Source: an optimization exercise on an open RTL-to-GDS flow (aim: small area, a short achievable clock period and few clock cycles per item). Production flows keep margins and buffers that such runs may drop.
In this exercise RTL edits were held to simulation tests only and were not proved equivalent to the original.
Power is estimated from default activity; no workload was simulated.

File: flow/constraint.sdc
create_clock -name core_clock -period 9.0 [get_ports {clk}]
set_input_delay 1.8000 -clock core_clock [delete_from_list [all_inputs] [get_ports {clk}]]
set_output_delay 1.8000 -clock core_clock [all_outputs]
set_load 0.01 [all_outputs]
File: flow/config.mk
export PLATFORM = sky130hd
export DESIGN_NAME = line_codec
export DESIGN_NICKNAME = line_codec
export VERILOG_FILES = /design/flow/design.v
export SDC_FILE = /design/flow/constraint.sdc
export NUM_CORES = 4
export LEC_CHECK = 0
export ABC_CLOCK_PERIOD_IN_PS = 3000
export CAP_MARGIN = 20
export CORE_MARGIN = 2
export CORE_UTILIZATION = 45
export SETUP_SLACK_MARGIN = 5
export SLEW_MARGIN = 20
export SYNTH_HIERARCHICAL = 1
export SYNTH_MINIMUM_KEEP_SIZE = 0
File: flow/flow/run.sh
#!/bin/bash
# Standard ORFS layout, with the port buffers made from the smallest buffer
# cell and a clock tree of clkbuf_4/clkbuf_8 without dummy loads.
set -euo pipefail
bash standard.sh \
  BUFFER_PORTS_ARGS="-buffer_cell sky130_fd_sc_hd__buf_1" \
  CTS_ARGS="-sink_clustering_enable -repair_clock_nets -dont_use_dummy_load -buf_list {sky130_fd_sc_hd__clkbuf_4 sky130_fd_sc_hd__clkbuf_8}" \
  finish > standard.log 2>&1
File: flow/standard.sh
#!/bin/bash
# synth_recipe.tcl (not shown) runs the flow's synth.tcl, then flattens the netlist and writes it again
# the make line also repeats each setting of config.mk as NAME=value (left out here)
make -C /OpenROAD-flow-scripts/flow DESIGN_CONFIG=/design/flow/config.mk WORK_HOME=/design/flow/orfs CLKGATE_MAP_FILE= SYNTH_SCRIPT=/design/flow/synth_recipe.tcl "${@:-finish}"
File: flow/design.v
module line_codec (
    input  wire        clk,
    input  wire        rst,           
    input  wire        cmd_valid,
    output wire        cmd_ready,
    input  wire [15:0] cmd,
    input  wire [7:0]  len,
    input  wire [63:0] line_in,
    input  wire [63:0] data_in,       
    output reg         done,
    output wire [15:0] rsp,
    output reg  [63:0] line_q,
    output reg  [63:0] data_q,
    output reg  [14:0] crc_q,
    output wire [7:0]  enstat_q
);
    genvar i;
    wire [3:0] op  = cmd[3:0];
    wire [1:0] fmt = cmd[5:4];
    wire       lb  = cmd[6];
    wire       rsv_ok = (cmd[15:7] == 9'd0);
    wire is_crc  = rsv_ok && (op == 4'h1);
    wire is_dec  = rsv_ok && (op == 4'h2);
    wire is_enc  = rsv_ok && (op == 4'h3);
    wire is_chk  = rsv_ok && (op == 4'h4);
    wire bad_format = (is_dec && (fmt == 2'd3)) ||
                      (is_enc && ((fmt == 2'd3) || (fmt == 2'd0)));
    wire len_gt8 = (len[7:4] != 4'd0) || (len[3] && (len[2:0] != 3'd0));
    wire len_gt6 = (len[7:3] != 5'd0) || (len[2:0] == 3'd7);
    wire bad_length = is_enc && ((fmt == 2'd1) ? (!lb && len_gt8)
                                               : ((fmt == 2'd2) && len_gt6));
    wire ok_crc  = is_crc && (fmt == 2'd0) && !lb;
    wire ok_dec  = is_dec && (fmt != 2'd3) && !lb;
    wire ok_enc  = is_enc && (fmt[1] ^ fmt[0]) && !(fmt[0] && lb) && !bad_length;
    wire ok_chk  = is_chk && (fmt == 2'd0) && !lb;
    wire bad_param = !(ok_crc || ok_dec || ok_enc || ok_chk);
    wire bad_opc   = bad_param && !bad_format && !bad_length;
    wire sel_d  = cmd[2] || (cmd[1] && cmd[0]);             
    wire sel_u  = !cmd[0] && !cmd[2] && (fmt == 2'd0);      
    wire sel_lh = !sel_d;                                   
    wire sel_ll = !sel_d && !sel_u;                         
    wire sel_lb = sel_d && fmt[1];                          
    wire [7:0] sel_dk;
    generate
        for (i = 0; i < 8; i = i + 1) begin : g_keep
            assign sel_dk[i] = sel_d && (cmd[2] || len[3] || (len[2:0] > i));
        end
    endgenerate
    wire [63:0] opnd_d;
    generate
        for (i = 0; i < 48; i = i + 1) begin : g_opl
            lc_ao222 u_op (.a(line_in[i]), .sa(sel_ll),
                           .b(line_in[i + 15]), .sb(sel_u),
                           .c(data_in[i]), .sc(sel_dk[i / 8]),
                           .y(opnd_d[i]));
        end
        for (i = 48; i < 63; i = i + 1) begin : g_oph
            lc_ao22 u_op (.a(line_in[i]), .sa(sel_lh),
                          .b(data_in[i]), .sb(sel_dk[i / 8]),
                          .y(opnd_d[i]));
        end
    endgenerate
    lc_ao222 u_op63 (.a(line_in[63]), .sa(sel_lh),
                     .b(lb), .sb(sel_lb),
                     .c(data_in[63]), .sc(sel_dk[7]),
                     .y(opnd_d[63]));
    wire [2:0] cls_d = ok_crc ? 3'd1 :
                       ok_dec ? {1'b0, 2'd2} + {1'b0, fmt} :
                       ok_enc ? (fmt[1] ? 3'd6 : 3'd5) :
                       ok_chk ? 3'd7 : 3'd0;
    wire [1:0] cause_d = bad_length ? 2'd3 :
                         bad_format ? 2'd2 :
                         bad_opc    ? 2'd1 : 2'd0;
    reg  [63:0] opnd;
    reg         a_v;                        
    reg  [2:0]  a_cls;
    reg  [1:0]  a_cause;
    always @(posedge clk) begin
        a_v     <= cmd_valid && !rst;
        opnd    <= opnd_d;
        a_cls   <= cls_d;
        a_cause <= cause_d;
    end
    wire a_crc  = (a_cls == 3'd1);
    wire a_dec  = (a_cls == 3'd2) || (a_cls == 3'd3) || (a_cls == 3'd4);
    wire a_draw = (a_cls == 3'd3);
    wire a_ddes = (a_cls == 3'd4);
    wire a_enc  = (a_cls == 3'd5) || (a_cls == 3'd6);
    wire a_edes = (a_cls == 3'd6);
    wire a_chk  = (a_cls == 3'd7);
    wire a_bp   = (a_cause != 2'd0);
    wire a_c1   = a_cause[1];
    wire a_c0   = a_cause[0];
    wire [63:0] m = {opnd[62:48], opnd[63], opnd[47:0]};
    wire [14:0] syn;
    wire [14:0] crc_v;
    wire t64;
    wire t65;
    wire t66;
    wire t67;
    wire t68;
    wire t69;
    wire t70;
    wire t71;
    wire t72;
    wire t73;
    wire t74;
    wire t75;
    wire t76;
    wire t77;
    wire t78;
    wire t79;
    wire t80;
    wire t81;
    wire t82;
    wire t83;
    wire t84;
    wire t85;
    wire t86;
    wire t87;
    wire t88;
    wire t89;
    wire t90;
    wire t91;
    wire t92;
    wire t93;
    wire t94;
    wire t95;
    wire t96;
    wire t97;
    wire t98;
    wire t99;
    wire t100;
    wire t101;
    wire t102;
    wire t103;
    wire t104;
    wire t105;
    wire t106;
    wire t107;
    wire t108;
    wire t109;
    wire t110;
    wire t111;
    wire t112;
    wire t113;
    wire t114;
    wire t115;
    wire t116;
    wire t117;
    wire t118;
    wire t119;
    wire t120;
    wire t121;
    wire t122;
    wire t123;
    wire t124;
    wire t125;
    wire u0;
    wire u1;
    wire u2;
    wire u3;
    wire u4;
    wire u5;
    wire u6;
    wire u7;
    wire u8;
    wire u9;
    wire u10;
    wire u11;
    wire u12;
    wire u13;
    wire u14;
    wire u15;
    wire u16;
    wire u17;
    wire u18;
    wire u19;
    wire u20;
    wire u21;
    wire u22;
    wire u23;
    wire u24;
    wire u25;
    wire u26;
    wire u27;
    wire u28;
    wire u29;
    wire u30;
    wire u31;
    wire u32;
    wire u33;
    wire u34;
    wire u35;
    wire u36;
    wire u37;
    wire u38;
    wire u39;
    wire u40;
    wire u41;
    wire u42;
    wire u43;
    wire u44;
    wire u45;
    wire u46;
    wire u47;
    wire u48;
    wire u49;
    wire u50;
    wire u51;
    wire u52;
    wire u53;
    wire u54;
    wire u55;
    wire u56;
    wire u57;
    wire u58;
    wire u59;
    wire u60;
    wire u61;
    wire u62;
    wire u63;
    wire u64;
    wire u65;
    wire u66;
    wire u67;
    wire u68;
    wire u69;
    wire u70;
    wire u71;
    wire u72;
    wire u73;
    wire u74;
    wire u75;
    wire u76;
    wire u77;
    wire u78;
    wire u79;
    wire u80;
    wire u81;
    wire u82;
    wire u83;
    wire u84;
    wire u85;
    wire u86;
    wire u87;
    wire u88;
    wire u89;
    wire u90;
    wire u91;
    wire u92;
    wire u93;
    wire u94;
    wire u95;
    wire u96;
    wire u97;
    wire u98;
    wire u99;
    wire u100;
    wire u101;
    wire u102;
    wire u103;
    wire u104;
    wire u105;
    wire u106;
    wire u107;
    wire u108;
    wire u109;
    wire u110;
    wire u111;
    wire u112;
    wire u113;
    wire u114;
    wire u115;
    wire u116;
    wire u117;
    wire u118;
    wire u119;
    wire u120;
    lc_xor2 x0 (.a(m[2]), .b(m[11]), .y(t64));
    lc_xor2 x1 (.a(m[12]), .b(m[45]), .y(t65));
    lc_xor2 x2 (.a(m[19]), .b(m[21]), .y(t66));
    lc_xor2 x3 (.a(m[25]), .b(m[30]), .y(t67));
    lc_xor2 x4 (.a(m[43]), .b(m[48]), .y(t68));
    lc_xor2 x5 (.a(m[31]), .b(m[47]), .y(t69));
    lc_xor2 x6 (.a(m[44]), .b(m[46]), .y(t70));
    lc_xor2 x7 (.a(m[22]), .b(m[23]), .y(t71));
    lc_xor2 x8 (.a(m[26]), .b(m[32]), .y(t72));
    lc_xor2 x9 (.a(m[1]), .b(m[10]), .y(t73));
    lc_xor2 x10 (.a(m[24]), .b(m[29]), .y(t74));
    lc_xor2 x11 (.a(m[4]), .b(m[9]), .y(t75));
    lc_xor2 x12 (.a(m[13]), .b(t64), .y(t76));
    lc_xor2 x13 (.a(m[5]), .b(m[40]), .y(t77));
    lc_xor2 x14 (.a(m[6]), .b(t72), .y(t78));
    lc_xor2 x15 (.a(t67), .b(t69), .y(t79));
    lc_xor2 x16 (.a(m[17]), .b(m[28]), .y(t80));
    lc_xor2 x17 (.a(m[18]), .b(m[20]), .y(t81));
    lc_xor2 x18 (.a(m[0]), .b(m[38]), .y(t82));
    lc_xor2 x19 (.a(m[27]), .b(m[41]), .y(t83));
    lc_xor2 x20 (.a(m[39]), .b(t75), .y(t84));
    lc_xor2 x21 (.a(t70), .b(t74), .y(t85));
    lc_xor2 x22 (.a(t66), .b(t71), .y(t86));
    lc_xor2 x23 (.a(t65), .b(t68), .y(t87));
    lc_xor2 x24 (.a(m[16]), .b(m[42]), .y(t88));
    lc_xor2 x25 (.a(m[3]), .b(m[14]), .y(t89));
    lc_xor2 x26 (.a(m[8]), .b(t73), .y(t90));
    lc_xor2 x27 (.a(t79), .b(t85), .y(t91));
    lc_xor2 x28 (.a(m[33]), .b(m[36]), .y(t92));
    lc_xor2 x29 (.a(m[11]), .b(m[35]), .y(t93));
    lc_xor2 x30 (.a(m[37]), .b(t82), .y(t94));
    lc_xor2 x31 (.a(m[15]), .b(t77), .y(t95));
    lc_xor2 x32 (.a(m[5]), .b(t81), .y(t96));
    lc_xor2 x33 (.a(m[6]), .b(t89), .y(t97));
    lc_xor2 x34 (.a(t83), .b(t88), .y(t98));
    lc_xor2 x35 (.a(m[34]), .b(t80), .y(t99));
    lc_xor2 x36 (.a(t76), .b(t78), .y(t100));
    lc_xor2 x37 (.a(t84), .b(t86), .y(t101));
    lc_xor2 x38 (.a(m[3]), .b(m[37]), .y(t102));
    lc_xor2 x39 (.a(m[13]), .b(m[25]), .y(t103));
    lc_xor2 x40 (.a(m[38]), .b(m[39]), .y(t104));
    lc_xor2 x41 (.a(m[7]), .b(m[31]), .y(t105));
    lc_xor2 x42 (.a(m[32]), .b(m[46]), .y(t106));
    lc_xor2 x43 (.a(m[12]), .b(m[15]), .y(t107));
    lc_xor2 x44 (.a(m[19]), .b(m[36]), .y(t108));
    lc_xor2 x45 (.a(m[21]), .b(m[22]), .y(t109));
    lc_xor2 x46 (.a(m[18]), .b(m[23]), .y(t110));
    lc_xor2 x47 (.a(m[1]), .b(m[43]), .y(t111));
    lc_xor2 x48 (.a(t77), .b(t81), .y(t112));
    lc_xor2 x49 (.a(m[4]), .b(t107), .y(t113));
    lc_xor2 x50 (.a(t83), .b(t92), .y(t114));
    lc_xor2 x51 (.a(t74), .b(t106), .y(t115));
    lc_xor2 x52 (.a(m[33]), .b(t73), .y(t116));
    lc_xor2 x53 (.a(t80), .b(t93), .y(t117));
    lc_xor2 x54 (.a(t90), .b(t96), .y(t118));
    lc_xor2 x55 (.a(t70), .b(t113), .y(t119));
    lc_xor2 x56 (.a(t87), .b(t90), .y(t120));
    lc_xor2 x57 (.a(t87), .b(t97), .y(t121));
    lc_xor2 x58 (.a(t78), .b(t105), .y(t122));
    lc_xor2 x59 (.a(t76), .b(t95), .y(t123));
    lc_xor2 x60 (.a(m[17]), .b(t94), .y(t124));
    lc_xor2 x61 (.a(t91), .b(t100), .y(t125));
    lc_xor2 x62 (.a(m[20]), .b(m[27]), .y(u0));
    lc_xor2 x63 (.a(m[29]), .b(m[49]), .y(u1));
    lc_xor2 x64 (.a(m[7]), .b(t64), .y(u2));
    lc_xor2 x65 (.a(t66), .b(t75), .y(u3));
    lc_xor2 x66 (.a(u0), .b(u1), .y(u4));
    lc_xor2 x67 (.a(t116), .b(u2), .y(u5));
    lc_xor2 x68 (.a(u3), .b(u4), .y(u6));
    lc_xor2 x69 (.a(t121), .b(t124), .y(u7));
    lc_xor2 x70 (.a(u5), .b(u6), .y(u8));
    lc_xor2 x71 (.a(u7), .b(u8), .y(syn[0]));
    lc_xor2 x72 (.a(m[28]), .b(m[30]), .y(u9));
    lc_xor2 x73 (.a(m[34]), .b(m[3]), .y(u10));
    lc_xor2 x74 (.a(m[50]), .b(m[7]), .y(u11));
    lc_xor2 x75 (.a(t104), .b(t109), .y(u12));
    lc_xor2 x76 (.a(u10), .b(u11), .y(u13));
    lc_xor2 x77 (.a(u9), .b(t76), .y(u14));
    lc_xor2 x78 (.a(u12), .b(u13), .y(u15));
    lc_xor2 x79 (.a(t118), .b(t119), .y(u16));
    lc_xor2 x80 (.a(u14), .b(u15), .y(u17));
    lc_xor2 x81 (.a(u16), .b(u17), .y(syn[1]));
    lc_xor2 x82 (.a(m[16]), .b(m[29]), .y(u18));
    lc_xor2 x83 (.a(m[35]), .b(m[51]), .y(u19));
    lc_xor2 x84 (.a(m[8]), .b(t65), .y(u20));
    lc_xor2 x85 (.a(t69), .b(t77), .y(u21));
    lc_xor2 x86 (.a(u18), .b(u19), .y(u22));
    lc_xor2 x87 (.a(t76), .b(t97), .y(u23));
    lc_xor2 x88 (.a(u20), .b(u21), .y(u24));
    lc_xor2 x89 (.a(u22), .b(t101), .y(u25));
    lc_xor2 x90 (.a(u23), .b(u24), .y(u26));
    lc_xor2 x91 (.a(u25), .b(u26), .y(syn[2]));
    lc_xor2 x92 (.a(m[30]), .b(m[45]), .y(u27));
    lc_xor2 x93 (.a(m[52]), .b(t111), .y(u28));
    lc_xor2 x94 (.a(u27), .b(t114), .y(u29));
    lc_xor2 x95 (.a(t115), .b(t86), .y(u30));
    lc_xor2 x96 (.a(t94), .b(u28), .y(u31));
    lc_xor2 x97 (.a(t123), .b(u29), .y(u32));
    lc_xor2 x98 (.a(u30), .b(u31), .y(u33));
    lc_xor2 x99 (.a(u32), .b(u33), .y(syn[3]));
    lc_xor2 x100 (.a(m[0]), .b(m[10]), .y(u34));
    lc_xor2 x101 (.a(m[11]), .b(m[45]), .y(u35));
    lc_xor2 x102 (.a(m[53]), .b(m[7]), .y(u36));
    lc_xor2 x103 (.a(t68), .b(u34), .y(u37));
    lc_xor2 x104 (.a(u35), .b(u36), .y(u38));
    lc_xor2 x105 (.a(t98), .b(t99), .y(u39));
    lc_xor2 x106 (.a(u37), .b(u38), .y(u40));
    lc_xor2 x107 (.a(t101), .b(t91), .y(u41));
    lc_xor2 x108 (.a(u39), .b(u40), .y(u42));
    lc_xor2 x109 (.a(u41), .b(u42), .y(syn[4]));
    lc_xor2 x110 (.a(m[42]), .b(m[54]), .y(u43));
    lc_xor2 x111 (.a(t71), .b(t72), .y(u44));
    lc_xor2 x112 (.a(u43), .b(t112), .y(u45));
    lc_xor2 x113 (.a(t117), .b(u44), .y(u46));
    lc_xor2 x114 (.a(t120), .b(t91), .y(u47));
    lc_xor2 x115 (.a(u45), .b(u46), .y(u48));
    lc_xor2 x116 (.a(u47), .b(u48), .y(syn[5]));
    lc_xor2 x117 (.a(m[55]), .b(m[9]), .y(u49));
    lc_xor2 x118 (.a(t110), .b(t66), .y(u50));
    lc_xor2 x119 (.a(u49), .b(t114), .y(u51));
    lc_xor2 x120 (.a(t87), .b(u50), .y(u52));
    lc_xor2 x121 (.a(u51), .b(u52), .y(u53));
    lc_xor2 x122 (.a(t125), .b(u53), .y(syn[6]));
    lc_xor2 x123 (.a(m[42]), .b(m[56]), .y(u54));
    lc_xor2 x124 (.a(t109), .b(t111), .y(u55));
    lc_xor2 x125 (.a(t75), .b(t82), .y(u56));
    lc_xor2 x126 (.a(u54), .b(t99), .y(u57));
    lc_xor2 x127 (.a(u55), .b(u56), .y(u58));
    lc_xor2 x128 (.a(u57), .b(u58), .y(u59));
    lc_xor2 x129 (.a(t125), .b(u59), .y(syn[7]));
    lc_xor2 x130 (.a(m[44]), .b(m[57]), .y(u60));
    lc_xor2 x131 (.a(t93), .b(u60), .y(u61));
    lc_xor2 x132 (.a(t78), .b(t79), .y(u62));
    lc_xor2 x133 (.a(t96), .b(u61), .y(u63));
    lc_xor2 x134 (.a(t101), .b(t124), .y(u64));
    lc_xor2 x135 (.a(u62), .b(u63), .y(u65));
    lc_xor2 x136 (.a(u64), .b(u65), .y(syn[8]));
    lc_xor2 x137 (.a(m[24]), .b(m[27]), .y(u66));
    lc_xor2 x138 (.a(m[48]), .b(m[58]), .y(u67));
    lc_xor2 x139 (.a(t104), .b(t65), .y(u68));
    lc_xor2 x140 (.a(t73), .b(t92), .y(u69));
    lc_xor2 x141 (.a(u66), .b(u67), .y(u70));
    lc_xor2 x142 (.a(t112), .b(t86), .y(u71));
    lc_xor2 x143 (.a(u68), .b(u69), .y(u72));
    lc_xor2 x144 (.a(u70), .b(t122), .y(u73));
    lc_xor2 x145 (.a(u71), .b(u72), .y(u74));
    lc_xor2 x146 (.a(u73), .b(u74), .y(syn[9]));
    lc_xor2 x147 (.a(m[40]), .b(m[41]), .y(u75));
    lc_xor2 x148 (.a(m[59]), .b(t103), .y(u76));
    lc_xor2 x149 (.a(t71), .b(t82), .y(u77));
    lc_xor2 x150 (.a(t89), .b(u75), .y(u78));
    lc_xor2 x151 (.a(t115), .b(t84), .y(u79));
    lc_xor2 x152 (.a(t99), .b(u76), .y(u80));
    lc_xor2 x153 (.a(u77), .b(u78), .y(u81));
    lc_xor2 x154 (.a(t120), .b(u79), .y(u82));
    lc_xor2 x155 (.a(u80), .b(u81), .y(u83));
    lc_xor2 x156 (.a(u82), .b(u83), .y(syn[10]));
    lc_xor2 x157 (.a(m[14]), .b(m[26]), .y(u84));
    lc_xor2 x158 (.a(m[35]), .b(m[41]), .y(u85));
    lc_xor2 x159 (.a(m[42]), .b(m[47]), .y(u86));
    lc_xor2 x160 (.a(m[60]), .b(t110), .y(u87));
    lc_xor2 x161 (.a(t67), .b(u84), .y(u88));
    lc_xor2 x162 (.a(u85), .b(u86), .y(u89));
    lc_xor2 x163 (.a(t116), .b(t84), .y(u90));
    lc_xor2 x164 (.a(t85), .b(u87), .y(u91));
    lc_xor2 x165 (.a(u88), .b(u89), .y(u92));
    lc_xor2 x166 (.a(t123), .b(u90), .y(u93));
    lc_xor2 x167 (.a(u91), .b(u92), .y(u94));
    lc_xor2 x168 (.a(u93), .b(u94), .y(syn[11]));
    lc_xor2 x169 (.a(m[10]), .b(m[24]), .y(u95));
    lc_xor2 x170 (.a(m[26]), .b(m[34]), .y(u96));
    lc_xor2 x171 (.a(m[61]), .b(t108), .y(u97));
    lc_xor2 x172 (.a(t64), .b(u95), .y(u98));
    lc_xor2 x173 (.a(u96), .b(t79), .y(u99));
    lc_xor2 x174 (.a(t95), .b(t98), .y(u100));
    lc_xor2 x175 (.a(u97), .b(u98), .y(u101));
    lc_xor2 x176 (.a(t121), .b(u100), .y(u102));
    lc_xor2 x177 (.a(u101), .b(u99), .y(u103));
    lc_xor2 x178 (.a(u102), .b(u103), .y(syn[12]));
    lc_xor2 x179 (.a(m[20]), .b(m[62]), .y(u104));
    lc_xor2 x180 (.a(t102), .b(t103), .y(u105));
    lc_xor2 x181 (.a(t68), .b(u104), .y(u106));
    lc_xor2 x182 (.a(t117), .b(t98), .y(u107));
    lc_xor2 x183 (.a(u105), .b(u106), .y(u108));
    lc_xor2 x184 (.a(t119), .b(t122), .y(u109));
    lc_xor2 x185 (.a(u107), .b(u108), .y(u110));
    lc_xor2 x186 (.a(u109), .b(u110), .y(syn[13]));
    lc_xor2 x187 (.a(m[0]), .b(m[28]), .y(u111));
    lc_xor2 x188 (.a(m[44]), .b(m[47]), .y(u112));
    lc_xor2 x189 (.a(m[48]), .b(m[63]), .y(u113));
    lc_xor2 x190 (.a(m[9]), .b(t102), .y(u114));
    lc_xor2 x191 (.a(t108), .b(t88), .y(u115));
    lc_xor2 x192 (.a(u111), .b(u112), .y(u116));
    lc_xor2 x193 (.a(u113), .b(u114), .y(u117));
    lc_xor2 x194 (.a(u115), .b(u116), .y(u118));
    lc_xor2 x195 (.a(t100), .b(t118), .y(u119));
    lc_xor2 x196 (.a(u117), .b(u118), .y(u120));
    lc_xor2 x197 (.a(u119), .b(u120), .y(syn[14]));
    lc_xor2 x198 (.a(syn[0]), .b(m[49]), .y(crc_v[0]));
    lc_xor2 x199 (.a(syn[1]), .b(m[50]), .y(crc_v[1]));
    lc_xor2 x200 (.a(syn[2]), .b(m[51]), .y(crc_v[2]));
    lc_xor2 x201 (.a(syn[3]), .b(m[52]), .y(crc_v[3]));
    lc_xor2 x202 (.a(syn[4]), .b(m[53]), .y(crc_v[4]));
    lc_xor2 x203 (.a(syn[5]), .b(m[54]), .y(crc_v[5]));
    lc_xor2 x204 (.a(syn[6]), .b(m[55]), .y(crc_v[6]));
    lc_xor2 x205 (.a(syn[7]), .b(m[56]), .y(crc_v[7]));
    lc_xor2 x206 (.a(syn[8]), .b(m[57]), .y(crc_v[8]));
    lc_xor2 x207 (.a(syn[9]), .b(m[58]), .y(crc_v[9]));
    lc_xor2 x208 (.a(syn[10]), .b(m[59]), .y(crc_v[10]));
    lc_xor2 x209 (.a(syn[11]), .b(m[60]), .y(crc_v[11]));
    lc_xor2 x210 (.a(syn[12]), .b(m[61]), .y(crc_v[12]));
    lc_xor2 x211 (.a(syn[13]), .b(m[62]), .y(crc_v[13]));
    lc_xor2 x212 (.a(syn[14]), .b(m[63]), .y(crc_v[14]));
    wire        crc_ok = (syn == 15'd0);
    wire        ones   = &opnd;
    wire [2:0]  a_cnt  = (opnd[15:0]  == 16'hA5A5) +
                         (opnd[31:16] == 16'h5A5A) +
                         (opnd[47:32] == 16'hA5A5) +
                         (opnd[63:48] == 16'h5A5A);
    wire        mm     = a_ddes && !ones && !crc_ok;
    assign cmd_ready = 1'b1;
    reg [5:0] rsp_r;                        
    reg [3:0] enstat_r;
    assign rsp      = {8'd0, rsp_r[5:4], rsp_r[3], 1'b0, rsp_r[2:1], rsp_r[3], rsp_r[0]};
    assign enstat_q = {4'd0, enstat_r};
    wire go      = a_v && !rst;
    wire wr_crc  = go && a_crc;
    wire wr_dlo  = go && a_dec && !mm;
    wire wr_dhi  = go && a_draw;
    wire wr_line = go && a_enc;
    wire wr_lraw = go && a_enc && !a_edes;
    wire wr_ldes = go && a_edes;
    wire wr_chk  = go && a_chk;
    wire ho_crc  = !rst && !wr_crc;
    wire ho_dlo  = !rst && !wr_dlo;
    wire ho_dhi  = !rst && !wr_dhi;
    wire ho_line = !rst && !wr_line;
    wire [14:0] crc_d;
    wire [63:0] data_d, line_d;
    generate
        for (i = 0; i < 15; i = i + 1) begin : g_crc
            lc_ao22 u_c (.a(crc_v[i]), .sa(wr_crc), .b(crc_q[i]), .sb(ho_crc),
                         .y(crc_d[i]));
            lc_ao222 u_lc (.a(opnd[48 + i]), .sa(wr_lraw), .b(crc_v[i]), .sb(wr_ldes),
                           .c(line_q[48 + i]), .sc(ho_line), .y(line_d[48 + i]));
        end
        for (i = 0; i < 48; i = i + 1) begin : g_lo
            lc_ao22 u_d (.a(opnd[i]), .sa(wr_dlo), .b(data_q[i]), .sb(ho_dlo),
                         .y(data_d[i]));
            lc_ao22 u_l (.a(opnd[i]), .sa(wr_line), .b(line_q[i]), .sb(ho_line),
                         .y(line_d[i]));
        end
        for (i = 48; i < 64; i = i + 1) begin : g_dh
            lc_ao22 u_d (.a(opnd[i]), .sa(wr_dhi), .b(data_q[i]), .sb(ho_dhi),
                         .y(data_d[i]));
        end
    endgenerate
    lc_ao22 u_l63 (.a(opnd[63]), .sa(wr_line), .b(line_q[63]), .sb(ho_line),
                   .y(line_d[63]));
    wire [5:0] rsp_n = {a_dec && !mm && opnd[63],               
                        a_ddes && ones,                         
                        mm,                                     
                        a_c1, a_c0,                             
                        a_bp};                                  
    always @(posedge clk) begin
        done     <= go;
        rsp_r    <= rst ? 6'd0 : (a_v ? rsp_n : rsp_r);
        enstat_r <= rst ? 4'd0 : (a_v && a_chk ? {(a_cnt != 3'd0), a_cnt} : enstat_r);
        crc_q    <= crc_d;
        data_q   <= data_d;
        line_q   <= line_d;
    end
endmodule
module lc_xor2 (
    input  wire a,
    input  wire b,
    output wire y
);
    assign y = a ^ b;
endmodule
module lc_ao22 (
    input  wire a,
    input  wire sa,
    input  wire b,
    input  wire sb,
    output wire y
);
    assign y = (a & sa) | (b & sb);
endmodule
module lc_ao222 (
    input  wire a,
    input  wire sa,
    input  wire b,
    input  wire sb,
    input  wire c,
    input  wire sc,
    output wire y
);
    assign y = (a & sa) | (b & sb) | (c & sc);
endmodule
==> summary.txt, run 1 <==
clock network latency to the later pin of the worst-skew pair 530 ps; starting density of the core 45.7%; power per unit of standard cell area 242 nW/µm²; worst setup skew after layout 52.1 ps; die span in x 150 µm; biggest area contributors in the synthesized netlist sky130_fd_sc_hd__dfxtp_1 (47%), sky130_fd_sc_hd__xor2_1 (19%), sky130_fd_sc_hd__a22o_1 (13%); RSZ-0062 raised after global routing false; count of mapped cells out of synthesis 883; Period Utilization, post-route 42.5%; Net Sw Power 0.00110 W; total routed wirelength 36,100 µm; number of antenna violations at the first check in global routing 0; pin count of the biggest net entering global routing 50; Max VDD drop 0.000129 V; remaining max-slew budget at the tightest pin 28.3%; max-cap violations 0; Synth cell types 46; accumulated negative setup slack 0 ps; Final Total Pwr 0.00284 W; async set-reset flop share out of synthesis 0%; Final Slew Violations 0; routability congestion estimate from global placement 0.914; clock edge transition at the registers on the reported setup and hold paths 60 ps; number of CTS-inserted buffers 37; number of port buffers 309; worst setup path end data_q[14]; number of global-route vias before repair 8,631; post-route ant nets 0; Setup crit start opnd[9]; final setup vio count 0; master of the slowest instance on the critical path sky130_fd_sc_hd__dfxtp_1; biggest fanout along the worst timing path 48; Post-Syn Area per Cell 10.9 µm²; clk sinks 224; first-pass iteration count of the detailed router 10; Worst path max stage delay 630 ps; outcome no timing/DRC/antenna violations; Power Internal 0.00174 W; area of the mapped netlist 9580 µm²; endpoint kind of the worst setup timing path flop; DRC marker count from the first detailed-route iteration 1,079; total gr overflow 0; synthesized flop and latch total 224; sequential fraction of the synthesis area 46.8%; final-layout fill cell count 2,000; Total Routing Usage GR 30.8%; number of nets in the finished design 1,406; proportion of power drawn by flip-flops and latches 39.3%; largest area contributor in the synthesized netlist sky130_fd_sc_hd__dfxtp_1; Finished Layout Cells 1,517; CP required 9440 ps; final antenna diode count 0; Routed WL per cell 23.8 µm; class of the tightest hold or removal check reg2reg; prevailing post-synth register cell sky130_fd_sc_hd__dfxtp_1; clock period minus final worst setup slack 3830 ps; switching power share of the total 38.8%; # rows 53; Crit Path Category reg2reg; Worst Tran Pin Value 1070 ps; number of enable-type register cells in the synthesized netlist 0; clock tree root driver cell sky130_fd_sc_hd__clkbuf_8; Remaining DRCs 0; highest attainable clock frequency 0.261 GHz; die area 22,500 µm²; placeable core region 21,000 µm²; static leakage power 4.89 nW; number of hold violations in the final report 0; synth-to-layout area growth 22.5%; most frequent cell on the critical path sky130_fd_sc_hd__xor2_1; startpoint types flop; Boundary Pins 324; first-pass GRT wire length 51,800 µm; vertical die dimension 150 µm; logic gate share of total power 35.9%; Clock Power Share 24.8%; CTS tree built; crit path DAT 4270 ps; fraction of layout instances using a drive strength above 1 6.04%; Register-to-Register Setup Slack 5170 ps; total via count after detailed routing 8,794; core occupancy in the finished layout 56.0%; endpoint of the most critical register-to-register path data_q[14]; H-tree lvl count 2; half-perimeter wire length of the detailed placement result 26,100 µm; buffers from clock root to sink, at most 3; depth of the worst register-to-register path 11; count of synthesis-stage warnings from yosys 7; CP Cell Sequence xor2_1, xor2_1, xor2_1, xor2_1, xor2_1, nor4_1, nand4_1, nand3_1, a31oi_4, buf_6, a22o_1; vias per inst 5.80; Cells after DPL 1,469; area fraction of the dominant cell type after synthesis 46.8%; tightest hold margin 472 ps; reg-to-reg startpoint opnd[9]
[cell usage after synthesis, types with 2 or more instances]
library cell	instances
sky130_fd_sc_hd__dfxtp_1	224
sky130_fd_sc_hd__xor2_1	213
sky130_fd_sc_hd__a22o_1	143
sky130_fd_sc_hd__inv_1	75
sky130_fd_sc_hd__a222oi_1	64
sky130_fd_sc_hd__nor2_1	23
sky130_fd_sc_hd__nand4_1	20
sky130_fd_sc_hd__buf_4	15
sky130_fd_sc_hd__nand2_1	15
sky130_fd_sc_hd__nor4_1	15
sky130_fd_sc_hd__nor3_1	10
sky130_fd_sc_hd__ha_1	6
sky130_fd_sc_hd__o21ai_0	6
sky130_fd_sc_hd__mux2i_1	5
sky130_fd_sc_hd__a21oi_1	4
sky130_fd_sc_hd__a31oi_1	4
sky130_fd_sc_hd__nand3_1	4
sky130_fd_sc_hd__nor4_2	3
sky130_fd_sc_hd__a211oi_1	2
sky130_fd_sc_hd__buf_2	2
sky130_fd_sc_hd__conb_1	2
sky130_fd_sc_hd__nand2b_1	2
sky130_fd_sc_hd__nor3b_1	2
sky130_fd_sc_hd__o211ai_1	2
[critical path: cells and delay by family, from the launching register on]
kind / cells / cell delay [ps]
XOR/XNOR: 5 / 1670
flip-flops: 1 / 630
AND/OR/NAND/NOR: 3 / 540
AO/OA/AOI/OAI: 2 / 460
buffers and inverters: 1 / 390
[registers in the layout, indices dropped and copies added, names as in the netlist]
register  count
crc_q        15
a_cls         3
data_q       64
opnd         64
line_q       64
a_v           1
rsp_r         6
enstat_r      4
done          1
a_cause       2
[layout make-up]
| cell class | count | area, µm² | area share (%) |
|---|---|---|---|
| Timing Repair Buffer | 324 | 1290 | 11.0 |
| Multi-Input combinational cell | 582 | 4830 | 41.1 |
| Clock buffer | 37 | 509 | 4.34 |
| Sequential cell | 224 | 4480 | 38.2 |
| Inverter | 75 | 282 | 2.40 |
| Tap cell | 275 | 344 | 2.93 |
[metrics by stage]
stage / worst slack [ps] / instance area [µm²]
after floorplan: 5060 / 9650
after global placement: 4280 / 11100
after detailed placement: 4220 / 11100
after CTS: 5050 / 11600
after global routing: 5020 / 11700
final: 5170 / 11700
[logic make-up after synthesis]
family,after synthesis,synth area share [%]
buffers and inverters,93,4.26
xor gates and xnor gates,213,19.5
AOI/OAI and AO/OA,234,21.7
other,2,0.0784
adders and majority gates,7,0.992
muxes,5,0.522
DFF,224,46.8
and+or+nand+nor,105,6.18
[cell usage in the layout, fill, tap and decap left out, types with 2 or more instances in the layout]
cell,n
sky130_fd_sc_hd__nor3_1,9
sky130_fd_sc_hd__nor2_2,2
sky130_fd_sc_hd__nor4_1,15
sky130_fd_sc_hd__nand4_1,20
sky130_fd_sc_hd__clkbuf_8,37
sky130_fd_sc_hd__mux2i_1,5
sky130_fd_sc_hd__o21ai_0,5
sky130_fd_sc_hd__a31oi_1,3
sky130_fd_sc_hd__or2_2,2
sky130_fd_sc_hd__buf_4,13
sky130_fd_sc_hd__a22o_1,143
sky130_fd_sc_hd__and3_4,2
sky130_fd_sc_hd__nand2b_1,2
sky130_fd_sc_hd__inv_1,75
sky130_fd_sc_hd__nand3_1,4
sky130_fd_sc_hd__nor2_4,3
sky130_fd_sc_hd__a21oi_1,4
sky130_fd_sc_hd__ha_1,6
sky130_fd_sc_hd__o211ai_1,2
sky130_fd_sc_hd__nor2_1,21
sky130_fd_sc_hd__nor4_2,3
sky130_fd_sc_hd__buf_1,309
sky130_fd_sc_hd__xor2_2,2
sky130_fd_sc_hd__conb_1,14
sky130_fd_sc_hd__xor2_1,211
sky130_fd_sc_hd__nand2_1,15
sky130_fd_sc_hd__dfxtp_1,224
sky130_fd_sc_hd__a222oi_1,64
sky130_fd_sc_hd__a211oi_1,2
sky130_fd_sc_hd__nor3b_1,2
[repair_timing]
action                     in CTS  in global routing
hold buffers                    0                  0
cloned                          2                  2
setup buffers                   0                  7
resized for setup               2                  5
pin swaps                       2                  3
setup endpoints to repair      83                 83
[modules after synthesis (local to each module, per instance)]
module      copies in the design  cells  cell area, µm²
line_codec                     1    399            5580
lc_ao222                      64      2            13.8
lc_ao22                      143      1            8.76
lc_xor2                      213      1            8.76
[power groups by stage]
stage	Combinational, W	Clock (W)	Sequential, W
6_report	0.00102	0.000706	0.00112
5_1_grt	0.00110	0.000762	0.00112
4_1_cts	0.00101	0.000721	0.00111
3_5_place_dp	0.00100	0	0.00113
3_3_place_gp	0.00101	0	0.00113
2_1_floorplan	0.000742	0	0.00109
[metal layers]
metal / track usage [%] / part of all wire [%] / vias to the layer above
met5: 0 / 0 / -
met4: 10.2 / 3.0 / 0
met3: 6.01 / 8.4 / 65
met2: 51.9 / 48 / 543
met1: 39.6 / 41 / 4191
li1: - / - / 3995
[worst min-delay path by stage]
stage,to,slack (ps),start,cells past startpoint
3_3_place_gp,data_q[34],460,data_q[34],1
6_report,line_q[20],470,line_q[20],1
4_1_cts,data_q[32],470,data_q[32],1
2_1_floorplan,rsp_r[1],460,a_cause[0],2
3_5_place_dp,line_q[33],450,line_q[33],1
5_1_grt,crc_q[3],480,crc_q[3],1
Testbench counts, summed over its fixed seeds: cycles 4,808, items 4,800.
==> run 2: changes to the inputs <==
--- a/flow/design.v
+++ b/flow/design.v
@@ -502,7 +502,9 @@
     reg [3:0] enstat_r;
     assign rsp      = {8'd0, rsp_r[5:4], rsp_r[3], 1'b0, rsp_r[2:1], rsp_r[3], rsp_r[0]};
     assign enstat_q = {4'd0, enstat_r};
-    wire go      = a_v && !rst;
+    reg rst_q;
+    always @(posedge clk) rst_q <= rst;
+    wire go      = a_v && !rst_q;
     wire wr_crc  = go && a_crc;
     wire wr_dlo  = go && a_dec && !mm;
     wire wr_dhi  = go && a_draw;
@@ -510,10 +512,10 @@
     wire wr_lraw = go && a_enc && !a_edes;
     wire wr_ldes = go && a_edes;
     wire wr_chk  = go && a_chk;
-    wire ho_crc  = !rst && !wr_crc;
-    wire ho_dlo  = !rst && !wr_dlo;
-    wire ho_dhi  = !rst && !wr_dhi;
-    wire ho_line = !rst && !wr_line;
+    wire ho_crc  = !rst_q && !wr_crc;
+    wire ho_dlo  = !rst_q && !wr_dlo;
+    wire ho_dhi  = !rst_q && !wr_dhi;
+    wire ho_line = !rst_q && !wr_line;
     wire [14:0] crc_d;
     wire [63:0] data_d, line_d;
     generate
@@ -542,9 +544,9 @@
                         a_c1, a_c0,                             
                         a_bp};                                  
     always @(posedge clk) begin
-        done     <= go;
-        rsp_r    <= rst ? 6'd0 : (a_v ? rsp_n : rsp_r);
-        enstat_r <= rst ? 4'd0 : (a_v && a_chk ? {(a_cnt != 3'd0), a_cnt} : enstat_r);
+        done     <= a_v && !rst;
+        rsp_r    <= rst_q ? 6'd0 : (a_v ? rsp_n : rsp_r);
+        enstat_r <= rst_q ? 4'd0 : (a_v && a_chk ? {(a_cnt != 3'd0), a_cnt} : enstat_r);
         crc_q    <= crc_d;
         data_q   <= data_d;
         line_q   <= line_d;
==> flow/flow/run.sh (replaced) <==
#!/bin/bash
# Standard ORFS layout, with the port buffers made from the smallest buffer
# cell, a clock tree of clkbuf_4/clkbuf_8 without dummy loads, and the
# timing repair aimed at a setup slack of MARGIN ns at the 9 ns clock.
set -euo pipefail
MARGIN=$(cat flow/margin.txt)
bash standard.sh \
  BUFFER_PORTS_ARGS="-buffer_cell sky130_fd_sc_hd__buf_1" \
  CTS_ARGS="-sink_clustering_enable -repair_clock_nets -dont_use_dummy_load -buf_list {sky130_fd_sc_hd__clkbuf_4 sky130_fd_sc_hd__clkbuf_8}" \
  SETUP_SLACK_MARGIN=$MARGIN \
  finish > standard.log 2>&1
==> flow/flow/margin.txt (new file) <==
5.5
--- a/flow/config.mk
+++ b/flow/config.mk
@@ -9,7 +9,6 @@
 export CAP_MARGIN = 20
 export CORE_MARGIN = 2
 export CORE_UTILIZATION = 45
-export SETUP_SLACK_MARGIN = 5
 export SLEW_MARGIN = 20
 export SYNTH_HIERARCHICAL = 1
 export SYNTH_MINIMUM_KEEP_SIZE = 0
==> run 2 against run 1 <==
  * Register-to-register slack better by 460 ps
  * Sequential share of layout area down 0.41 points
  * Hold slack worse by 3.3 ps
  * Clock skew down 23 ps
  * Clock-buffer cell count unchanged
  * Core utilization up 0.94 points
  * Synthesized cell count up 0.23%
  * Non-clock buffer count down 6
  * Largest cell class unchanged
  * Largest power group unchanged
  * Highest routed layer unchanged
==> summary.txt, run 2 <==
Setup crit start cmd[0]; CTS tree built; reg-to-reg startpoint opnd[28]; crit path DAT 3820 ps; number of port buffers 309; clock tree root driver cell sky130_fd_sc_hd__clkbuf_8; outcome no timing/DRC/antenna violations; master of the slowest instance on the critical path sky130_fd_sc_hd__o21ai_1; sequential fraction of the synthesis area 46.9%; Top delay family on crit path compound AO/OA/AOI/OAI gates; class of the tightest hold or removal check reg2reg; number of buffers added to fix hold violations after cts 0; Synth cell types 47; Worst Tran Pin Value 1030 ps; DRC marker count from the first detailed-route iteration 1,092; CP required 9440 ps; clk sinks 225; CP Buf/Inv Count 2; worst slack at placement 4680 ps; Boundary Pins 324; die area 22,500 µm²; max-cap violations 0; number of antenna violations at the first check in global routing 1; highest attainable clock frequency 0.296 GHz; Crit Path Category in2reg; cell area after layout 12,000 µm²; largest area contributor in the synthesized netlist sky130_fd_sc_hd__dfxtp_1; hold path depth 1; total routed wirelength 37,100 µm; post-route ant nets 0; worst setup path end opnd[45]; endpoint kind of the worst setup timing path flop; half-perimeter wire length of the detailed placement result 26,600 µm; placeable core region 21,000 µm²; clock network latency to the later pin of the worst-skew pair 510 ps; Routed WL per cell 24.5 µm; depth of the worst register-to-register path 11; Post-DP Area 11,100 µm²; accumulated negative setup slack 0 ps; RSZ-0062 raised after global routing false; fraction of layout instances using a drive strength above 1 9.28%; CP Cell Sequence buf_1, nand2_1, nand2b_1, nand2_1, o21ai_1, a222oi_1, inv_1; core occupancy in the finished layout 56.9%; H-tree lvl count 2; Remaining DRCs 0; synth-to-layout area growth 24.5%; Max VDD drop 0.000130 V; number of CTS-inserted buffers 37; Post-Syn Area per Cell 10.9 µm²; count of synthesis-stage warnings from yosys 7; buffers from clock root to sink, at most 3; leading cell type in the layout, fill and taps excluded sky130_fd_sc_hd__buf_1; number of enable-type register cells in the synthesized netlist 0; async set-reset flop share out of synthesis 0%; biggest fanout along the worst timing path 10; biggest area contributors in the synthesized netlist sky130_fd_sc_hd__dfxtp_1 (47%), sky130_fd_sc_hd__xor2_1 (19%), sky130_fd_sc_hd__a22o_1 (13%); vertical die dimension 150 µm; final setup vio count 0; # rows 53; power per unit of standard cell area 239 nW/µm²; Total Routing Usage GR 32.3%; area fraction of the dominant cell type after synthesis 46.9%; clock edge transition at the registers on the reported setup and hold paths 60 ps; top library cells by usage in the layout, fill and taps aside sky130_fd_sc_hd__buf_1 (309), sky130_fd_sc_hd__dfxtp_1 (208), sky130_fd_sc_hd__xor2_1 (186), sky130_fd_sc_hd__a22o_1 (143), sky130_fd_sc_hd__inv_1 (74); first-pass iteration count of the detailed router 12; Final Slew Violations 0; vias per inst 5.83; pin count of the biggest net entering global routing 52; number of hold violations in the final report 0; most frequent cell on the critical path sky130_fd_sc_hd__nand2_1; top cell types by occurrence after synthesis sky130_fd_sc_hd__dfxtp_1 (225), sky130_fd_sc_hd__xor2_1 (213), sky130_fd_sc_hd__a22o_1 (143), sky130_fd_sc_hd__inv_1 (74), sky130_fd_sc_hd__a222oi_1 (64); prevailing post-synth register cell sky130_fd_sc_hd__dfxtp_1; worst setup skew after layout 29.5 ps; area of the mapped netlist 9610 µm²; endpoint of the most critical register-to-register path data_q[34]; Worst Slack Setup Final 5620 ps; most common cell in the netlist sky130_fd_sc_hd__dfxtp_1; biggest regs data_q: 64 flops, line_q: 64 flops, opnd: 64 flops; Period Utilization, post-route 37.6%; first-pass GRT wire length 53,600 µm; total gr overflow 0; total via count after detailed routing 8,837; Register-to-Register Setup Slack 5630 ps; synthesized flop and latch total 225; routability congestion estimate from global placement 0.989; final-layout fill cell count 1,923; count of mapped cells out of synthesis 885; number of global-route vias before repair 8,647; die span in x 150 µm; startpoint types primary input; starting density of the core 45.7%; number of nets in the finished design 1,403; Worst path max stage delay 610 ps; clock period minus final worst setup slack 3380 ps; remaining max-slew budget at the tightest pin 30.9%; cell count along the critical path 7; static leakage power 4.92 nW
## run 2: changes by cell type in the layout (fill, tap and decap cells not counted), moves of 2 or more
| cell | delta |
|---|---|
| sky130_fd_sc_hd__xor2_1 | -25 |
| sky130_fd_sc_hd__xor2_2 | +25 |
| sky130_fd_sc_hd__dfxtp_2 | +17 |
| sky130_fd_sc_hd__dfxtp_1 | -16 |
| sky130_fd_sc_hd__buf_4 | -7 |
| sky130_fd_sc_hd__o21ai_0 | -4 |
| sky130_fd_sc_hd__o21ai_1 | +3 |
| sky130_fd_sc_hd__and3_4 | +2 |
| sky130_fd_sc_hd__nand2b_1 | +2 |
## run 2: worst min-delay path by stage
stage	startpoint	end
4_1_cts	crc_q[7]	crc_q[7]
6_report	line_q[39]	line_q[39]
3_3_place_gp	line_q[34]	line_q[34]
3_5_place_dp	data_q[46]	data_q[46]
2_1_floorplan	a_cause[0]	rsp_r[1]
5_1_grt	crc_q[3]	crc_q[3]
## run 2: layer usage
layer	GRT usage, %	part of all wire (%)	vias to the layer above
met5	0	0	-
met4	13.9	3.7	0
met3	7.94	9.4	92
met2	52.4	48	530
met1	40.9	39	4248
li1	-	-	3967
## run 2: stage by stage
step                instances  hold WS (ps)  power [W]
floorplan                 897           464    0.00183
finish                   1515           469    0.00286
CTS                      1511           472    0.00284
detailed placement       1469           455    0.00212
global route             1515           479    0.00300
global placement         1469           455    0.00213
## run 2: per-module statistics from Yosys (local to each module, per instance)
module	area (µm²)	flip-flops and latches
lc_ao22	8.76	0
lc_ao222	13.8	0
lc_xor2	8.76	0
line_codec	5620	225
## run 2: final cells by class
cell class | count | area, µm² | area share [%]
Inverter | 74 | 278 | 2.32
Clock buffer | 37 | 509 | 4.25
Timing Repair Buffer | 318 | 1260 | 10.5
Multi-Input combinational cell | 585 | 5050 | 42.2
Antenna cell | 1 | 2.50 | 0.0209
Tap cell | 275 | 344 | 2.87
Sequential cell | 225 | 4530 | 37.8
## run 2: power breakdown
group	total [W]	internal, W	switching [W]
Clock	0.000714	0.000363	0.000350
Sequential	0.00113	0.00103	0.0000982
Combinational	0.00102	0.000365	0.000654
## run 2: what timing repair did
action                     in CTS  in global routing
gates cloned                    5                  0
setup endpoints to repair     130                 90
setup buffers                   0                  3
pin swaps                       3                  4
resized for setup              16                 42
## run 2: cells by family after synthesis
| logic type | synth area share, % |
|---|---|
| AND/OR/NAND/NOR | 6.40 |
| buffers and inverters | 4.20 |
| AO/OA/AOI/OAI | 21.6 |
| adder cells (fa/ha/maj) | 0.989 |
| flip-flops | 46.9 |
| multiplexers | 0.521 |
| other | 0.0781 |
| XOR/XNOR | 19.4 |
Testbench counts of run 2, summed over its fixed seeds: cycles 4,808, items 4,800.
==> run 3: changes to the inputs <==
==> flow/flow/margin.txt (replaced) <==
6.0
==> run 3 against run 2 <==
  * Fmax is essentially flat
  * Largest power group is now combinational cells
  * Routed wire length grew 9.4%
  * Critical path type is now reg2reg
  * Sequential power about the same
  * Still clean
==> summary.txt, run 3 <==
outcome no timing/DRC/antenna violations; biggest fanout along the worst timing path 6; H-tree lvl count 2; Worst Slack Setup Final 5620 ps; most common cell in the netlist sky130_fd_sc_hd__dfxtp_1; top library cells by usage in the layout, fill and taps aside sky130_fd_sc_hd__buf_1 (305), sky130_fd_sc_hd__dfxtp_1 (174), sky130_fd_sc_hd__xor2_1 (144), sky130_fd_sc_hd__a22o_1 (143), sky130_fd_sc_hd__inv_1 (72); die area 22,500 µm²; starting density of the core 45.7%; number of antenna violations at the first check in global routing 0; number of port buffers 309; Worst Tran Pin Value 1060 ps; synthesized flop and latch total 225; number of buffers added to fix hold violations after cts 0; crit path DAT 3770 ps; async set-reset flop share out of synthesis 0%; biggest area contributors in the synthesized netlist sky130_fd_sc_hd__dfxtp_1 (47%), sky130_fd_sc_hd__xor2_1 (19%), sky130_fd_sc_hd__a22o_1 (13%); total routed wirelength 40,600 µm; die span in x 150 µm; synth-to-layout area growth 39.9%; Routed WL per cell 25.6 µm; placeable core region 21,000 µm²; Register-to-Register Setup Slack 5620 ps; CTS tree built; vias per inst 5.97; highest attainable clock frequency 0.296 GHz; worst slack at placement 4830 ps; final-layout fill cell count 1,733; Remaining DRCs 0; top cell types by occurrence after synthesis sky130_fd_sc_hd__dfxtp_1 (225), sky130_fd_sc_hd__xor2_1 (213), sky130_fd_sc_hd__a22o_1 (143), sky130_fd_sc_hd__inv_1 (74), sky130_fd_sc_hd__a222oi_1 (64); max-cap violations 0; fraction of layout instances using a drive strength above 1 21.5%; clock tree root driver cell sky130_fd_sc_hd__clkbuf_8; accumulated negative setup slack 0 ps; number of global-route vias before repair 8,880; vertical die dimension 150 µm; clock network latency to the later pin of the worst-skew pair 520 ps; number of enable-type register cells in the synthesized netlist 0; worst setup skew after layout 45.6 ps; Crit Path Category reg2reg; total gr overflow 0; first-pass GRT wire length 55,500 µm; startpoint types flop; area fraction of the dominant cell type after synthesis 46.9%; Post-Syn Area per Cell 10.9 µm²; DRC marker count from the first detailed-route iteration 1,127; endpoint kind of the worst setup timing path flop; half-perimeter wire length of the detailed placement result 26,500 µm; Period Utilization, post-route 37.6%; post-route ant nets 0; area of the mapped netlist 9610 µm²; # rows 53; buffers from clock root to sink, at most 3; Total Routing Usage GR 33.4%; power per unit of standard cell area 245 nW/µm²; clock edge transition at the registers on the reported setup and hold paths 60 ps; clock period minus final worst setup slack 3380 ps; final setup vio count 0; class of the tightest hold or removal check reg2reg; first-pass iteration count of the detailed router 10; leading cell type in the layout, fill and taps excluded sky130_fd_sc_hd__buf_1; number of hold violations in the final report 0; pin count of the biggest net entering global routing 52; biggest regs data_q: 64 flops, line_q: 64 flops, opnd: 64 flops; number of nets in the finished design 1,473; core occupancy in the finished layout 64.0%; largest area contributor in the synthesized netlist sky130_fd_sc_hd__dfxtp_1; clk sinks 225; prevailing post-synth register cell sky130_fd_sc_hd__dfxtp_1; static leakage power 5.43 nW; number of CTS-inserted buffers 36; Final Slew Violations 0; count of mapped cells out of synthesis 885; Boundary Pins 324; Synth cell types 47; routability congestion estimate from global placement 0.967; sequential fraction of the synthesis area 46.9%; Max VDD drop 0.000171 V; RSZ-0062 raised after global routing true; total via count after detailed routing 9,468; count of synthesis-stage warnings from yosys 7; remaining max-slew budget at the tightest pin 28.9%; CP required 9390 ps
## run 3: metrics by stage
stage | hold slack [ps] | instances | power (W) | instance area [µm²]
3_3_place_gp | 455 | 1470 | 0.00216 | 11200
6_report | 468 | 1585 | 0.00330 | 13400
4_1_cts | 469 | 1536 | 0.00293 | 12400
3_5_place_dp | 455 | 1470 | 0.00215 | 11200
5_1_grt | 484 | 1584 | 0.00342 | 13400
2_1_floorplan | 464 | 897 | 0.00184 | 9830
## run 3: timing repair
| item | in CTS | in global routing |
|---|---|---|
| buffers inserted | 21 | 45 |
| resized for setup | 96 | 119 |
| cloned | 9 | 3 |
| endpoints found under the setup margin | 168 | 113 |
| pin swaps | 13 | 51 |
## run 3: routing by layer
layer  vias up  wire [µm]  GRT usage [%]
met3       151       3910           6.61
li1       4091          -              -
met5         -          0              0
met1      4537      15200           42.8
met4         0       1990           13.1
met2       689      19500           55.7
## run 3: worst max-delay path: stages, from the launching register on
cell and delay, ps:
sky130_fd_sc_hd__dfxtp_4 450, sky130_fd_sc_hd__xor2_4 260, sky130_fd_sc_hd__buf_4 160, sky130_fd_sc_hd__xor2_1 250, sky130_fd_sc_hd__xor2_1 240, sky130_fd_sc_hd__xor2_1 240, sky130_fd_sc_hd__xor2_1 160, sky130_fd_sc_hd__nor4_1 330
sky130_fd_sc_hd__nand4_1 280, sky130_fd_sc_hd__nand3_4 210, sky130_fd_sc_hd__a31oi_4 120, sky130_fd_sc_hd__buf_12 180, sky130_fd_sc_hd__clkbuf_16 170, sky130_fd_sc_hd__a22o_1 170
## run 3: logic make-up (layout without fill, tap and decap cells)
family                     after synthesis  in the layout  synth area share, %
other                                    2             15               0.0781
DFF                                    225            225                 46.9
adders and majority gates                7              7                0.989
buffers and inverters                   92            495                 4.20
muxes                                    5              5                0.521
xor gates and xnor gates               213            213                 19.4
and+or+nand+nor                        108            117                 6.40
AOI/OAI and AO/OA                      233            233                 21.6
## run 3: where the power goes
part           internal (W)  total (W)  leakage, nW  switching (W)
logic              0.000590    0.00145         3.32       0.000859
registers           0.00103    0.00114         1.85       0.000111
clock network      0.000354   0.000706        0.259       0.000352
total               0.00198    0.00330         5.43        0.00132
## run 3: final cells by class
class | instances | area, µm² | area share (%)
inverters | 74 | 295 | 2.20
diodes | 1 | 2.50 | 0.0186
flip-flops and latches | 225 | 4670 | 34.7
clock buffers | 36 | 495 | 3.68
multi-input cells | 589 | 5790 | 43.0
repair buffers | 385 | 1850 | 13.8
well taps | 275 | 344 | 2.56
## run 3: path summary, 6_finish.rpt
check,startpoint,to,depth (start not counted)
worst max-delay path,opnd[43],data_q[42],13
worst min-delay path,line_q[4],line_q[4],1
worst max register to register,opnd[43],data_q[42],13
worst min register to register,line_q[4],line_q[4],1
## run 3: modules after synthesis, one instance, submodules excluded
module,cells,area [µm²]
lc_xor2,1,8.76
line_codec,401,5620
lc_ao222,2,13.8
lc_ao22,1,8.76
==> run 4: changes to the inputs <==
==> flow/flow/margin.txt (replaced) <==
5.7
==> run 4 against run 3 <==
  * Still clean
  * Register-to-register slack improved by 100 ps
  * Core utilization fell by 4.4 points
  * First-iteration DRC count increased by 11%
  * Critical path type is now in2reg
  * Largest cell class unchanged
  * Largest power group is now sequential cells
==> summary.txt, run 4 <==
outcome no timing/DRC/antenna violations; vertical die dimension 150 µm; Power Internal 0.00181 W; total gr overflow 0; number of nets in the finished design 1,418; accumulated negative setup slack 0 ps; total routed wirelength 38,300 µm; total via count after detailed routing 9,067; Synth cell types 47; biggest fanout along the worst timing path 10; most common cell in the netlist sky130_fd_sc_hd__dfxtp_1; max-cap violations 0; RSZ-0062 raised after global routing true; number of buffers added to fix hold violations after cts 0; Register-to-Register Setup Slack 5720 ps; half-perimeter wire length of the detailed placement result 26,600 µm; master of the slowest instance on the critical path sky130_fd_sc_hd__a222oi_1; number of hold violations in the final report 0; buffers from clock root to sink, at most 3; top cell types by occurrence after synthesis sky130_fd_sc_hd__dfxtp_1 (225), sky130_fd_sc_hd__xor2_1 (213), sky130_fd_sc_hd__a22o_1 (143), sky130_fd_sc_hd__inv_1 (74), sky130_fd_sc_hd__a222oi_1 (64); number of antenna violations at the first check in global routing 1; pin count of the biggest net entering global routing 61; class of the tightest hold or removal check reg2reg; Remaining DRCs 0; clock edge transition at the registers on the reported setup and hold paths 50 ps; first-pass GRT wire length 53,700 µm; number of CTS-inserted buffers 37; number of enable-type register cells in the synthesized netlist 0; number of port buffers 309; vias per inst 5.93; Max VDD drop 0.000123 V; CP required 9390 ps; endpoint kind of the worst setup timing path flop; depth of the worst register-to-register path 11; Period Utilization, post-route 36.4%; area of the mapped netlist 9610 µm²; highest attainable clock frequency 0.305 GHz; biggest regs data_q: 64 flops, line_q: 64 flops, opnd: 64 flops; Clock Power Share 24.1%; logic gate share of total power 37.5%; worst setup skew after layout 46.7 ps; CP Buf/Inv Count 2; DRC marker count from the first detailed-route iteration 1,253; Worst Slack Setup Final 5720 ps; synthesized flop and latch total 225; top library cells by usage in the layout, fill and taps aside sky130_fd_sc_hd__buf_1 (309), sky130_fd_sc_hd__dfxtp_1 (178), sky130_fd_sc_hd__xor2_1 (169), sky130_fd_sc_hd__a22o_1 (143), sky130_fd_sc_hd__inv_1 (73); die span in x 150 µm; Top delay family on crit path simple AND/OR/NAND/NOR gates; placeable core region 21,000 µm²; endpoint of the most critical register-to-register path data_q[11]; post-route ant nets 0; final-layout fill cell count 1,846; Net Sw Power 0.00117 W; fraction of layout instances using a drive strength above 1 14.7%; largest area contributor in the synthesized netlist sky130_fd_sc_hd__dfxtp_1; remaining max-slew budget at the tightest pin 32.8%; CTS tree built; Worst Tran Pin Value 1000 ps; area fraction of the dominant cell type after synthesis 46.9%; static leakage power 5.05 nW; reg-to-reg startpoint opnd[0]; final setup vio count 0; leading cell type in the layout, fill and taps excluded sky130_fd_sc_hd__buf_1; Boundary Pins 324; Post-Syn Area per Cell 10.9 µm²; biggest area contributors in the synthesized netlist sky130_fd_sc_hd__dfxtp_1 (47%), sky130_fd_sc_hd__xor2_1 (19%), sky130_fd_sc_hd__a22o_1 (13%); die area 22,500 µm²; count of mapped cells out of synthesis 885; async set-reset flop share out of synthesis 0%; clock tree root driver cell sky130_fd_sc_hd__clkbuf_8; sequential fraction of the synthesis area 46.9%; # rows 53; hold path startpoint crc_q[0]; H-tree lvl count 2; clock period minus final worst setup slack 3280 ps; Routed WL per cell 25.0 µm; switching power share of the total 39.2%; clock network latency to the later pin of the worst-skew pair 530 ps; most frequent cell on the critical path sky130_fd_sc_hd__nand2_1; prevailing post-synth register cell sky130_fd_sc_hd__dfxtp_1; Final Slew Violations 0; Setup crit start cmd[0]; synth-to-layout area growth 30.3%; routability congestion estimate from global placement 0.971; startpoint types primary input; clk sinks 225; Crit Path Category in2reg; power per unit of standard cell area 237 nW/µm²; hold path depth 1; CP Cell Sequence buf_1, nand2_1, nand2b_1, nand3_1, nand2_1, a222oi_1, inv_1; number of global-route vias before repair 8,770; count of synthesis-stage warnings from yosys 7; first-pass iteration count of the detailed router 9; worst slack at placement 4840 ps; Worst path max stage delay 570 ps; hold-critical path endpoint crc_q[0]; crit path DAT 3670 ps; starting density of the core 45.7%; Total Routing Usage GR 32.2%; proportion of power drawn by flip-flops and latches 38.4%
-- run 4: cell counts after synthesis --
No cell type changed its count.
-- run 4: power groups by stage --
| stage | combinational, W | sequential (W) | clock (W) |
|---|---|---|---|
| finish | 0.00111 | 0.00114 | 0.000716 |
| global route | 0.00119 | 0.00114 | 0.000775 |
| global placement | 0.000995 | 0.00114 | 0 |
| floorplan | 0.000743 | 0.00109 | 0 |
| CTS | 0.00102 | 0.00112 | 0.000729 |
| detailed placement | 0.000986 | 0.00114 | 0 |
-- run 4: modules after synthesis, one instance, submodules excluded --
module | copies in the design | cells | cell area, µm²
lc_ao22 | 143 | 1 | 8.76
lc_ao222 | 64 | 2 | 13.8
lc_xor2 | 213 | 1 | 8.76
line_codec | 1 | 401 | 5620
-- run 4: layout make-up --
type | count | area, µm² | area share, %
Multi-Input combinational cell | 585 | 5430 | 43.3
Tap cell | 275 | 344 | 2.75
Antenna cell | 1 | 2.50 | 0.0200
Sequential cell | 225 | 4600 | 36.7
Inverter | 74 | 282 | 2.25
Clock buffer | 37 | 509 | 4.06
Timing Repair Buffer | 333 | 1360 | 10.9
-- run 4: kinds of logic after synthesis --
logic type,Yosys count,synth area share [%]
other cells,2,0.0781
mux,5,0.521
simple gates,108,6.40
compound gates,233,21.6
flops,225,46.9
buf+inv,92,4.20
fa+ha+maj,7,0.989
xor+xnor,213,19.4
-- run 4: how the worst max path moves through the flow --
stage                     depth (start not counted)          to  slack, ps
after detailed placement                         10  data_q[12]       4840
after floorplan                                   7  line_q[48]       5770
final                                             7    opnd[22]       5720
after global placement                            7    opnd[37]       4740
after global routing                             11   data_q[2]       5610
after CTS                                        11  data_q[42]       5650
-- run 4: layer usage --
layer  global-route usage [%]  wire length [µm]  vias up
li1                         -                 -     3992
met1                     40.4             15000     4370
met2                     53.4             18400      611
met3                     7.85              3530       94
met4                     12.6              1370        0
met5                        0                 0        -
-- run 4: repair_timing --
action                     CTS  global route
pin swaps                    4            18
gates resized for setup     56            91
buffers inserted             1            17
setup endpoints to repair  127           134
gates cloned                 4             1
-- run 4: stage by stage --
stage	instances	cell area [µm²]	util, %	total power [W]	hold WS (ps)
4_1_cts	1511	11900	56.7	0.00287	473
3_3_place_gp	1469	11100	52.9	0.00213	456
5_1_grt	1530	12500	59.6	0.00311	478
3_5_place_dp	1469	11100	52.9	0.00212	456
6_report	1530	12500	59.6	0.00297	470
2_1_floorplan	897	9690	-	0.00183	464
==> run 5: changes to the inputs <==
==> flow/flow/margin.txt (replaced) <==
5.8
==> run 5 against run 4 <==
  * Flip-flop and latch count unchanged
  * Combinational power up 8%
  * Routed wire length up 3.0%
  * Highest routed layer unchanged
  * Clock power down 1%
  * Fmax down 0.72%
  * Non-clock buffer count up 11
  * Clock-buffer cell count down 1
  * Sequential share of layout area down 0.61 points
  * Sequential power about the same
  * Hold slack worse by 2.5 ps
  * Clock skew about the same
  * Global-route usage up 0.52 points
==> summary.txt, run 5 <==
met2 wire length 18,400 µm; area of the mapped netlist 9610 µm²; final setup vio count 0; async set-reset flop share out of synthesis 0%; Period Utilization, post-route 36.7%; prevailing post-synth register cell sky130_fd_sc_hd__dfxtp_1; starting density of the core 45.7%; power per unit of standard cell area 237 nW/µm²; remaining max-slew budget at the tightest pin 31.1%; CTS tree built; logic gate share of total power 39.3%; # rows 53; highest metal layer used by the detailed router met4; number of nets in the finished design 1,431; max-cap violations 0; Power Internal 0.00184 W; fraction of layout instances using a drive strength above 1 17.2%; clock edge transition at the registers on the reported setup and hold paths 50 ps; highest attainable clock frequency 0.303 GHz; number of antenna violations at the first check in global routing 0; class of the tightest hold or removal check reg2reg; hold path startpoint line_q[39]; Post-Syn Area per Cell 10.9 µm²; Detail Route met3 WL 3930 µm; Remaining DRCs 0; crit path DAT 3680 ps; total gr overflow 0; Worst Tran Pin Value 1030 ps; vias per inst 5.90; most common cell in the netlist sky130_fd_sc_hd__dfxtp_1; routability congestion estimate from global placement 0.946; Max VDD drop 0.000135 V; Finished Layout Cells 1,542; vertical die dimension 150 µm; switching power share of the total 39.5%; total routed wirelength 39,400 µm; CP required 9380 ps; H-tree lvl count 2; RSZ-0062 raised after global routing true; accumulated negative setup slack 0 ps; Setup crit start opnd[36]; Crit Path Category reg2reg; area fraction of the dominant cell type after synthesis 46.9%; top cell types by occurrence after synthesis sky130_fd_sc_hd__dfxtp_1 (225), sky130_fd_sc_hd__xor2_1 (213), sky130_fd_sc_hd__a22o_1 (143), sky130_fd_sc_hd__inv_1 (74), sky130_fd_sc_hd__a222oi_1 (64); number of hold violations in the final report 0; first-pass iteration count of the detailed router 12; count of synthesis-stage warnings from yosys 7; placeable core region 21,000 µm²; endpoint kind of the worst setup timing path flop; Clock Power Share 23.1%; pin count of the biggest net entering global routing 52; outcome no timing/DRC/antenna violations; synth-to-layout area growth 33.9%; die area 22,500 µm²; number of buffers added to fix hold violations after cts 0; proportion of power drawn by flip-flops and latches 37.6%; final antenna diode count 0; die span in x 150 µm; buffers from clock root to sink, at most 3; number of port buffers 309; largest area contributor in the synthesized netlist sky130_fd_sc_hd__dfxtp_1; reg-to-reg startpoint opnd[36]; Met1 Routed Length 15,200 µm; Synth cell types 47; Total Routing Usage GR 32.7%; worst slack at placement 4840 ps; sequential fraction of the synthesis area 46.9%; clock period minus final worst setup slack 3300 ps; biggest regs data_q: 64 flops, line_q: 64 flops, opnd: 64 flops; Worst Slack Setup Final 5700 ps; startpoint types flop
-- run 5: cells by family after synthesis --
logic type / Yosys count / share of synthesized area [%]
simple gates: 108 / 6.40
compound gates: 233 / 21.6
buf+inv: 92 / 4.20
other cells: 2 / 0.0781
flops: 225 / 46.9
fa+ha+maj: 7 / 0.989
mux: 5 / 0.521
xor+xnor: 213 / 19.4
-- run 5: final timing paths --
path                      to  cells after the start  slack, ps
hold reg to reg   line_q[39]                      1        470
hold / removal    line_q[39]                      1        470
setup reg to reg  data_q[25]                     11       5700
setup / recovery  data_q[25]                     11       5700
-- run 5: stage by stage --
| step | hold WS, ps | power (W) | cell area, µm² | utilization, % |
|---|---|---|---|---|
| finish | 467 | 0.00305 | 12900 | 61.2 |
| global route | 481 | 0.00318 | 12900 | 61.2 |
| CTS | 468 | 0.00288 | 12000 | 57.1 |
| detailed placement | 454 | 0.00213 | 11100 | 52.9 |
| global placement | 456 | 0.00214 | 11100 | 52.9 |
| floorplan | 464 | 0.00184 | 9710 | - |
-- run 5: per-module statistics from Yosys (local to each module, per instance) --
module      times used  flops+latches  cell area (µm²)  cells
line_codec           1            225             5620    401
lc_ao22            143              0             8.76      1
lc_ao222            64              0             13.8      2
lc_xor2            213              0             8.76      1
-- run 5: metal layers --
metal	GRT usage (%)	up-vias
met4	12.0	0
li1	-	4010
met3	7.79	119
met5	0	-
met2	53.7	649
met1	41.9	4326
-- run 5: layout make-up --
type | count | area (µm²) | share of cell area, %
repair buffers | 344 | 1490 | 11.6
inverters | 74 | 278 | 2.16
well taps | 275 | 344 | 2.67
multi-input cells | 588 | 5610 | 43.6
clock buffers | 36 | 495 | 3.85
flip-flops and latches | 225 | 4650 | 36.1
-- run 5: timing repair --
item                                    CTS  global route
gates cloned                              6             4
pin swaps                                12            35
setup buffers                             5            22
gates resized for setup                  68           124
endpoints found under the setup margin  147           113
-- run 5: power groups by stage --
stage          sequential, W  combinational [W]  clock [W]
2_1_floorplan        0.00109           0.000743          0
3_3_place_gp         0.00114            0.00100          0
3_5_place_dp         0.00114           0.000995          0
4_1_cts              0.00112            0.00104   0.000717
5_1_grt              0.00115            0.00128   0.000761
6_report             0.00115            0.00120   0.000706
-- run 5: worst max-delay path, stage by stage (launching register included) --
cell and delay (ps):
sky130_fd_sc_hd__dfxtp_2 460, sky130_fd_sc_hd__xor2_1 350, sky130_fd_sc_hd__xor2_1 260, sky130_fd_sc_hd__xor2_1 380, sky130_fd_sc_hd__xor2_1 250, sky130_fd_sc_hd__xor2_1 140
sky130_fd_sc_hd__nor4_1 210, sky130_fd_sc_hd__nand4_1 270, sky130_fd_sc_hd__nand3_4 220, sky130_fd_sc_hd__a31oi_4 160, sky130_fd_sc_hd__buf_12 230, sky130_fd_sc_hd__a22o_1 190

-- static timing again, ports no longer ideal --
In the flow no input, the clock included, has a driving cell. The finished layouts below were timed again as built, in two steps. Step 1 assumes that a clkbuf_16 drives the clock port and a buf_2 every other input. Step 2 also shifts input and output timing later by t, the mid clock arrival at the registers, as if the neighbouring blocks saw the same clock. Slacks: ideal ports / drivers / drivers and shift; pairs: ideal ports / drivers.
run	t (ns)	setup WS [ns]
run 1	0.541	5.171 / 5.171 / 4.684
run 2	0.544	5.619 / 5.628 / 5.088
run 3	0.545	5.619 / 5.619 / 5.372
run 4	0.544	5.722 / 5.724 / 5.199
run 5	0.546	5.698 / 5.698 / 5.293
After both steps setup and hold are still met in every run listed.
